Background: an optimization exercise with open tools, aiming at small area, a short achievable clock period and few clock cycles. Do not read the settings as production practice. Function was checked by simulation only, so behaviour that the tests miss may differ from the original. Power and IR drop assume default switching activity.

==> design/flow/design.v <==
module dc6_rle (
    input  wire        clk,
    input  wire        rst,       
    input  wire        wr_en,
    input  wire        rd_en,
    input  wire [4:0]  addr,      
    input  wire [31:0] wdata,
    output reg  [31:0] rdata
);
    localparam MAX_DIM     = 64;
    localparam MAX_PIXELS  = 256;
    localparam PAYLOAD_CAP = 256;
    localparam R_CMD          = 5'd0;
    localparam R_STATUS       = 5'd1;
    localparam R_WIDTH        = 5'd2;
    localparam R_HEIGHT       = 5'd3;
    localparam R_PAYLOAD_LEN  = 5'd4;
    localparam R_PAYLOAD_DATA = 5'd5;
    localparam R_PAYLOAD_FILL = 5'd6;
    localparam R_FRAME_W      = 5'd7;
    localparam R_FRAME_H      = 5'd8;
    localparam R_FRAME_LEN    = 5'd9;
    localparam R_SP           = 5'd10;
    localparam R_ROW          = 5'd11;
    localparam R_COL          = 5'd12;
    localparam R_FB_ADDR      = 5'd13;
    localparam R_FB_DATA      = 5'd14;
    localparam CMD_START         = 32'd1;
    localparam CMD_PAYLOAD_RESET = 32'd2;
    localparam PH_IDLE  = 2'd0;
    localparam PH_RUN   = 2'd1;
    localparam PH_DONE  = 2'd2;
    localparam PH_FAULT = 2'd3;
    localparam FE_NONE              = 4'd0;
    localparam FE_DIMENSIONS        = 4'd1;
    localparam FE_TRUNCATED_PAYLOAD = 4'd2;
    localparam FE_PAYLOAD_EXHAUSTED = 4'd3;
    localparam FE_ROW_OVERRUN       = 4'd4;
    localparam FE_RESERVED_CONTROL  = 4'd5;
    reg [31:0] width_r, height_r, payload_len_r;
    reg [31:0] frame_w, frame_h, frame_len;
    reg [31:0] fb_addr;
    reg [8:0]  payload_fill;
    reg [8:0]  sp;
    reg [6:0]  row;
    reg [6:0]  col;
    reg [1:0]  phase;
    reg [3:0]  err_cause;
    reg        copying;      
    reg [6:0]  lit_left;     
    reg [7:0]  payload [0:PAYLOAD_CAP-1];
    reg [8*MAX_PIXELS-1:0] fb;    
    wire cmd_wr       = wr_en && addr == R_CMD;
    wire do_start     = cmd_wr && wdata == CMD_START         && phase != PH_RUN;
    wire do_pl_reset  = cmd_wr && wdata == CMD_PAYLOAD_RESET && phase != PH_RUN;
    wire do_pl_push   = wr_en && addr == R_PAYLOAD_DATA && phase != PH_RUN
                        && payload_fill != PAYLOAD_CAP;
    wire dims_bad   = (width_r > MAX_DIM) || (height_r > MAX_DIM) ||
                      (width_r[6:0] * height_r[6:0] > MAX_PIXELS);
    wire trunc_bad  = payload_len_r > {23'd0, payload_fill};
    wire [6:0] fw      = frame_w[6:0];
    wire [6:0] fh      = frame_h[6:0];
    wire [8:0] flen    = frame_len[8:0];
    wire [7:0] ctl     = payload[sp[7:0]];
    wire [6:0] n       = ctl[6:0];
    wire [7:0] col_end = {1'b0, col} + {1'b0, n};
    wire [9:0] sp_end  = {1'b0, sp} + 10'd1 + {3'd0, n};
    wire [13:0] wr_pix = row * fw + {7'd0, col};
    wire       fb_clear = do_start && !dims_bad && !trunc_bad;
    wire       fb_we    = phase == PH_RUN && copying;
    wire [7:0] fb_waddr = wr_pix[7:0];
    wire [7:0] fb_wdata = payload[sp[7:0]];
    genvar g;
    generate
        for (g = 0; g < MAX_PIXELS; g = g + 1) begin : g_fb
            always @(posedge clk) begin
                if (fb_clear)
                    fb[8*g +: 8] <= 8'd0;
                else if (fb_we && fb_waddr == g)
                    fb[8*g +: 8] <= fb_wdata;
            end
        end
    endgenerate
    always @(posedge clk) begin
        if (rst) begin
            width_r       <= 32'd0;
            height_r      <= 32'd0;
            payload_len_r <= 32'd0;
            frame_w       <= 32'd0;
            frame_h       <= 32'd0;
            frame_len     <= 32'd0;
            fb_addr       <= 32'd0;
            payload_fill  <= 9'd0;
            sp            <= 9'd0;
            row           <= 7'd0;
            col           <= 7'd0;
            phase         <= PH_IDLE;
            err_cause     <= FE_NONE;
            copying       <= 1'b0;
            lit_left      <= 7'd0;
        end else begin
            if (wr_en) begin
                case (addr)
                    R_WIDTH:       width_r       <= wdata;
                    R_HEIGHT:      height_r      <= wdata;
                    R_PAYLOAD_LEN: payload_len_r <= wdata;
                    R_FB_ADDR:     fb_addr       <= wdata;
                    default: ;
                endcase
            end
            if (do_pl_reset)
                payload_fill <= 9'd0;
            if (do_pl_push) begin
                payload[payload_fill[7:0]] <= wdata[7:0];
                payload_fill <= payload_fill + 9'd1;
            end
            if (do_start) begin
                frame_w   <= width_r;
                frame_h   <= height_r;
                frame_len <= payload_len_r;
                sp        <= 9'd0;
                row       <= 7'd0;
                col       <= 7'd0;
                copying   <= 1'b0;
                if (dims_bad) begin
                    phase     <= PH_FAULT;
                    err_cause <= FE_DIMENSIONS;
                end else if (trunc_bad) begin
                    phase     <= PH_FAULT;
                    err_cause <= FE_TRUNCATED_PAYLOAD;
                end else begin
                    phase     <= PH_RUN;
                    err_cause <= FE_NONE;
                end
            end
            if (phase == PH_RUN) begin
                if (copying) begin
                    sp  <= sp + 9'd1;
                    col <= col + 7'd1;
                    lit_left <= lit_left - 7'd1;
                    if (lit_left == 7'd1)
                        copying <= 1'b0;
                end else if (row == fh) begin
                    phase <= PH_DONE;
                end else if (sp == flen) begin
                    phase     <= PH_FAULT;
                    err_cause <= FE_PAYLOAD_EXHAUSTED;
                end else if (ctl == 8'h80) begin
                    row <= row + 7'd1;
                    col <= 7'd0;
                    sp  <= sp + 9'd1;
                end else if (ctl[7]) begin
                    if (col_end > {1'b0, fw}) begin
                        phase     <= PH_FAULT;
                        err_cause <= FE_ROW_OVERRUN;
                    end else begin
                        col <= col_end[6:0];
                        sp  <= sp + 9'd1;
                    end
                end else if (ctl != 8'h00) begin
                    if (col_end > {1'b0, fw}) begin
                        phase     <= PH_FAULT;
                        err_cause <= FE_ROW_OVERRUN;
                    end else if (sp_end > {1'b0, flen}) begin
                        phase     <= PH_FAULT;
                        err_cause <= FE_PAYLOAD_EXHAUSTED;
                    end else begin
                        sp       <= sp + 9'd1;
                        copying  <= 1'b1;
                        lit_left <= n;
                    end
                end else begin
                    phase     <= PH_FAULT;
                    err_cause <= FE_RESERVED_CONTROL;
                end
            end
        end
    end
    reg [31:0] rd_val;
    always @(*) begin
        case (addr)
            R_STATUS:       rd_val = {24'd0, err_cause, 2'b00, phase};
            R_WIDTH:        rd_val = width_r;
            R_HEIGHT:       rd_val = height_r;
            R_PAYLOAD_LEN:  rd_val = payload_len_r;
            R_PAYLOAD_FILL: rd_val = {23'd0, payload_fill};
            R_FRAME_W:      rd_val = frame_w;
            R_FRAME_H:      rd_val = frame_h;
            R_FRAME_LEN:    rd_val = frame_len;
            R_SP:           rd_val = {23'd0, sp};
            R_ROW:          rd_val = {25'd0, row};
            R_COL:          rd_val = {25'd0, col};
            R_FB_ADDR:      rd_val = fb_addr;
            R_FB_DATA:      rd_val = (fb_addr < MAX_PIXELS) ? {24'd0, fb[8*fb_addr[7:0] +: 8]} : 32'd0;
            default:        rd_val = 32'd0;
        endcase
    end
    always @(posedge clk) begin
        if (rst)
            rdata <= 32'd0;
        else if (rd_en)
            rdata <= rd_val;
    end
endmodule
==> design/flow/run.sh <==
#!/bin/bash
# synth_recipe.tcl (not shown) runs the flow's synth.tcl, then flattens the netlist and writes it again
# the make line also repeats each setting of config.mk as NAME=value (left out here)
make -C /OpenROAD-flow-scripts/flow DESIGN_CONFIG=/design/flow/config.mk WORK_HOME=/design/flow/orfs CLKGATE_MAP_FILE= SYNTH_SCRIPT=/design/flow/synth_recipe.tcl finish
==> design/flow/config.mk <==
export PLATFORM = sky130hd
export DESIGN_NAME = dc6_rle
export DESIGN_NICKNAME = dc6_rle
export VERILOG_FILES = /design/flow/design.v
export SDC_FILE = /design/flow/constraint.sdc
export NUM_CORES = 4
export LEC_CHECK = 0
export CAP_MARGIN = 20
export CORE_MARGIN = 2
export CORE_UTILIZATION = 40
export SLEW_MARGIN = 20
==> design/flow/constraint.sdc <==
create_clock -name core_clock -period 10.0 [get_ports {clk}]
set_input_delay 2.0000 -clock core_clock [delete_from_list [all_inputs] [get_ports {clk}]]
set_output_delay 2.0000 -clock core_clock [all_outputs]
set_load 0.01 [all_outputs]
==> impl_metrics.py <==
metrics = {
    "outcome": {
        "outcome": "no timing/DRC/antenna violations",
    },
    "timing": {
        "min_period_over_period_pct": 85.6,
        "final-max-slew-violation-count": 0,
        "maxSlewHeadroom_pct": 8.98,
        "fin_worst_skew_ps": 124,
        "layout_min_cycle_time_ps": 8560,
        "least_margin_pin_slew_ps": 1350,
        "setup_viol": 0,
        "finalWorstSetupSlack_ps": 1440,
        "setup_tns_ps": 0,
        "setup_repair_after_global_routing_missed_its_margin": "no",
        "timing.final.hold_violations": 0,
        "achievable_freq_mhz": 117,
    },
    "synth": {
        "syn-num-nets": 15800,
        "netlist.top_cell.by_area": "edfxtp_1",
        "synth_seq_cells": 4398,
        "prevailing_post_synth_register_cell": "dfxtp_1",
        "netlist_instances": 15700,
        "netlist.area_leader.share_pct": 33.3,
        "async_reset_ff_share_pct": 0,
        "synth_seq_area_share_pct": 58.8,
        "synth_area_um2": 185000,
        "syn_avg_cell_area_um2": 11.8,
        "ys_top_cells_by_area": "edfxtp_1 (33%), dfxtp_1 (25%), mux4_2 (14%), nor2_1 (5.0%), a21oi_1 (4.8%)",
        "synth.distinct_cells": 85,
        "ys_warn_count": 1,
        "synth-edff-count": 2048,
    },
    "global_routing": {
        "grt.total_usage_pct": 22.6,
        "grt_antenna_before_repair": 24,
        "grt.overflow.total": 0,
        "grt_pass1_wl_um": 812000,
        "grt_max_degree": 197,
        "via_count_of_the_first_global_routing_pass": 119000,
    },
    "cts": {
        "clock-root-buffer": "clkbuf_16",
        "post_cts_resized": 0,
        "worst_setup_hold_path_clk_slew_ps": 60,
        "post-cts-setup-buffers": 0,
        "numCtsBuffers": 445,
        "cts_tree": "done",
        "ctsHtreeMaxLevel": 5,
        "clockBufferDepth": 4,
        "clock_latency_ps": 1050,
        "cts_hold_fix_bufs": 0,
        "tritoncts_num_sinks": 4398,
    },
    "setup_path": {
        "startpoint_type_of_the_worst_setup_path": "flip-flop",
        "crit_path_max_incr_delay_ps": 1180,
        "crit_slowest_cell": "o41ai_1",
        "crit_type": "flip-flop to flip-flop",
        "critical-path-top-cell-by-count": "a21o_1",
        "element_type_at_the_critical_path_end": "flip-flop",
        "critPathMaxFanout": 42,
        "timing.critical_path.arrival_ps": 9390,
        "worstPathRequired_ps": 10830,
    },
    "detailed_routing": {
        "drtAntennaViolNets": 0,
        "detail_route.first_pass.iterations": 8,
        "via_per_inst": 5.84,
        "route.detailed.drc": 0,
        "finalWirelength_um": 545000,
        "route.detailed.wl_per_inst_um": 25.4,
        "drt_iter0_drc": 14800,
        "vias": 126000,
    },
    "flow_run": {
        "drv_cap": 0,
    },
    "place": {
        "io_buffer_count": 72,
        "detailedPlacementHpwl_um": 333000,
        "pre_cts_slack_ps": 1920,
        "routabilityCongestion": 0.914,
    },
    "layout": {
        "layout.cells.most_common_list": "nor2_1 (2,427), dfxtp_1 (2,336), edfxtp_1 (2,048)",
        "area_growth_pct": 11.1,
        "most_common_cell_after_layout_fill_and_taps_aside": "nor2_1",
        "drive_above_1_share_pct": 14.7,
        "finish.net_count": 15100,
    },
    "die": {
        "starting_density_pct": 40.2,
        "floorplan.die.width_um": 683,
        "core_um2": 460000,
        "dieHeight_um": 683,
        "placementRows": 249,
        "dieArea_um2": 467000,
        "num_io_pins": 73,
    },
    "power": {
        "leakage_power_nw": 66.1,
        "power-per-cell-area_nw_per_um2": 177,
        "worst_ir_drop_vdd_v": 0.000171,
    },
    "hold_path": {
        "hp-class": "flip-flop to flip-flop",
    },
}
==> cells in the mapped netlist, types with 11 or more instances <==
cell	count
a211oi_1	669
o21ai_0	430
buf_6	25
buf_2	69
nor3_1	555
a22o_1	35
o21a_1	17
fa_1	44
nand2b_1	20
a222oi_1	26
nor4_1	43
mux2i_1	167
buf_4	31
o221ai_1	20
a31oi_1	46
a21o_1	11
o22ai_1	39
edfxtp_1	2048
or4_1	12
mux2_2	16
nor2_1	2458
nand4_1	27
mux4_2	1143
xor2_1	22
xnor2_1	39
buf_1	123
nand3_1	187
nand2_1	1303
and3_1	20
dfxtp_1	2350
ha_1	97
o211ai_1	14
nand3b_1	11
clkbuf_1	1250
a21oi_1	1780
a22oi_1	158
a221oi_1	32
nor2b_1	35
inv_1	91
and2_1	73
==> final timing paths <==
| kind | startpoint | to | slack, ps | cells after the start |
|---|---|---|---|---|
| max | sp[0]$_SDFF_PP0_ | sp[4]$_SDFF_PP0_ | 1440 | 29 |
| min | width_r[10]$_SDFFE_PP0P_ | frame_w[10]$_SDFFE_PP0P_ | 440 | 2 |
| max reg2reg | sp[0]$_SDFF_PP0_ | sp[4]$_SDFF_PP0_ | 1440 | 29 |
| min reg2reg | width_r[10]$_SDFFE_PP0P_ | frame_w[10]$_SDFFE_PP0P_ | 440 | 2 |
==> layer usage <==
metal  vias up  wire (um)  track usage [%]  part of all wire [%]
met5         -         69                0                 0.013
met4        10      19600             7.52                   3.6
met3       993      44400             3.80                   8.1
met2      5156     251000             35.3                    46
met1     63200     231000             32.0                    42
li1      56300          -                -                     -
==> cells by family (layout without fill, tap and decap cells) <==
group	Yosys count	in the layout	synth area share (%)
buffers and inverters	1596	1274	3.46
AOI/OAI and AO/OA	3360	3360	10.8
other	0	8	0
DFF	4398	4398	58.8
xor gates and xnor gates	61	61	0.289
and+or+nand+nor	4778	4778	10.6
muxes	1326	1326	14.9
adders and majority gates	141	141	1.13
==> layout make-up <==
class	instances	area, um2
Fill cell	41700	255000
Sequential cell	4398	109000
Multi-Input combinational cell	9666	70200
Clock buffer	631	12700
Tap cell	6149	7690
Timing Repair Buffer	351	3370
Clock inverter	195	2200
Inverter	97	372
Antenna cell	8	20.0
==> critical path, delay by kind of cell, from the launching register on <==
kind	cells	cell delay [ps]
flip-flops	1	810
AO/OA/AOI/OAI	10	3410
AND/OR/NAND/NOR	8	960
adder cells (fa/ha/maj)	3	760
buffers and inverters	4	1210
multiplexers	3	1020
XOR/XNOR	1	80
==> metrics by stage <==
| stage | area, um2 | instances | total power [mW] | util [%] | hold WS, ps |
|---|---|---|---|---|---|
| final | 205000 | 21500 | 36.2 | 44.6 | 444 |
| after global routing | 205000 | 21500 | 37.1 | 44.6 | 464 |
| after CTS | 205000 | 21500 | 36.4 | 44.6 | 440 |
| after detailed placement | 190000 | 20700 | 19.5 | 41.4 | 443 |
| after global placement | 190000 | 20700 | 19.5 | 41.4 | 439 |
| after floorplan | 185000 | 15700 | 19.3 | - | 412 |
==> power by group <==
group	internal, mW	switching, mW	total (mW)	leakage (nW)
sequential	18.8	0.00906	18.8	37.4
combinational	0.0545	0.268	0.322	21.3
clock	9.78	7.31	17.1	7.32
Testbench counts, summed over its fixed seeds: cycles 58,292.

-- afterwards: timing with drivers on the ports --
The flow's constraints put no driver on any port. The routed layout listed below was extracted and timed again, unchanged, in two steps.
Step 1 (the two cells are an assumption about what drives the block):
set clk [get_ports {clk}]
set_driving_cell -lib_cell sky130_fd_sc_hd__clkbuf_16 $clk
set_driving_cell -lib_cell sky130_fd_sc_hd__buf_2 [delete_from_list [all_inputs] $clk]
Step 2 adds t to the input delays and takes it off the output delays; t is the mean of the earliest and latest rising clock arrival at the registers after step 1. Input paths then give back, and output paths get back, about the clock's delay inside the block.
Slacks: no drivers / after step 1 / after step 2; pairs: no drivers / after step 1.
t, ns: 1.106
setup WS [ns]: 1.441 / 1.441 / 1.441
worst hold slack (ns): 0.444 / 0.444 / 0.444
worst register clock-pin slew, ns: 0.08 / 0.08
cell pins on the clock port's net: 1
After both steps this run still meets setup and hold. For this run, drivers alone change the setup slack by 0.000 ns; drivers and shift together by 0.000 ns.
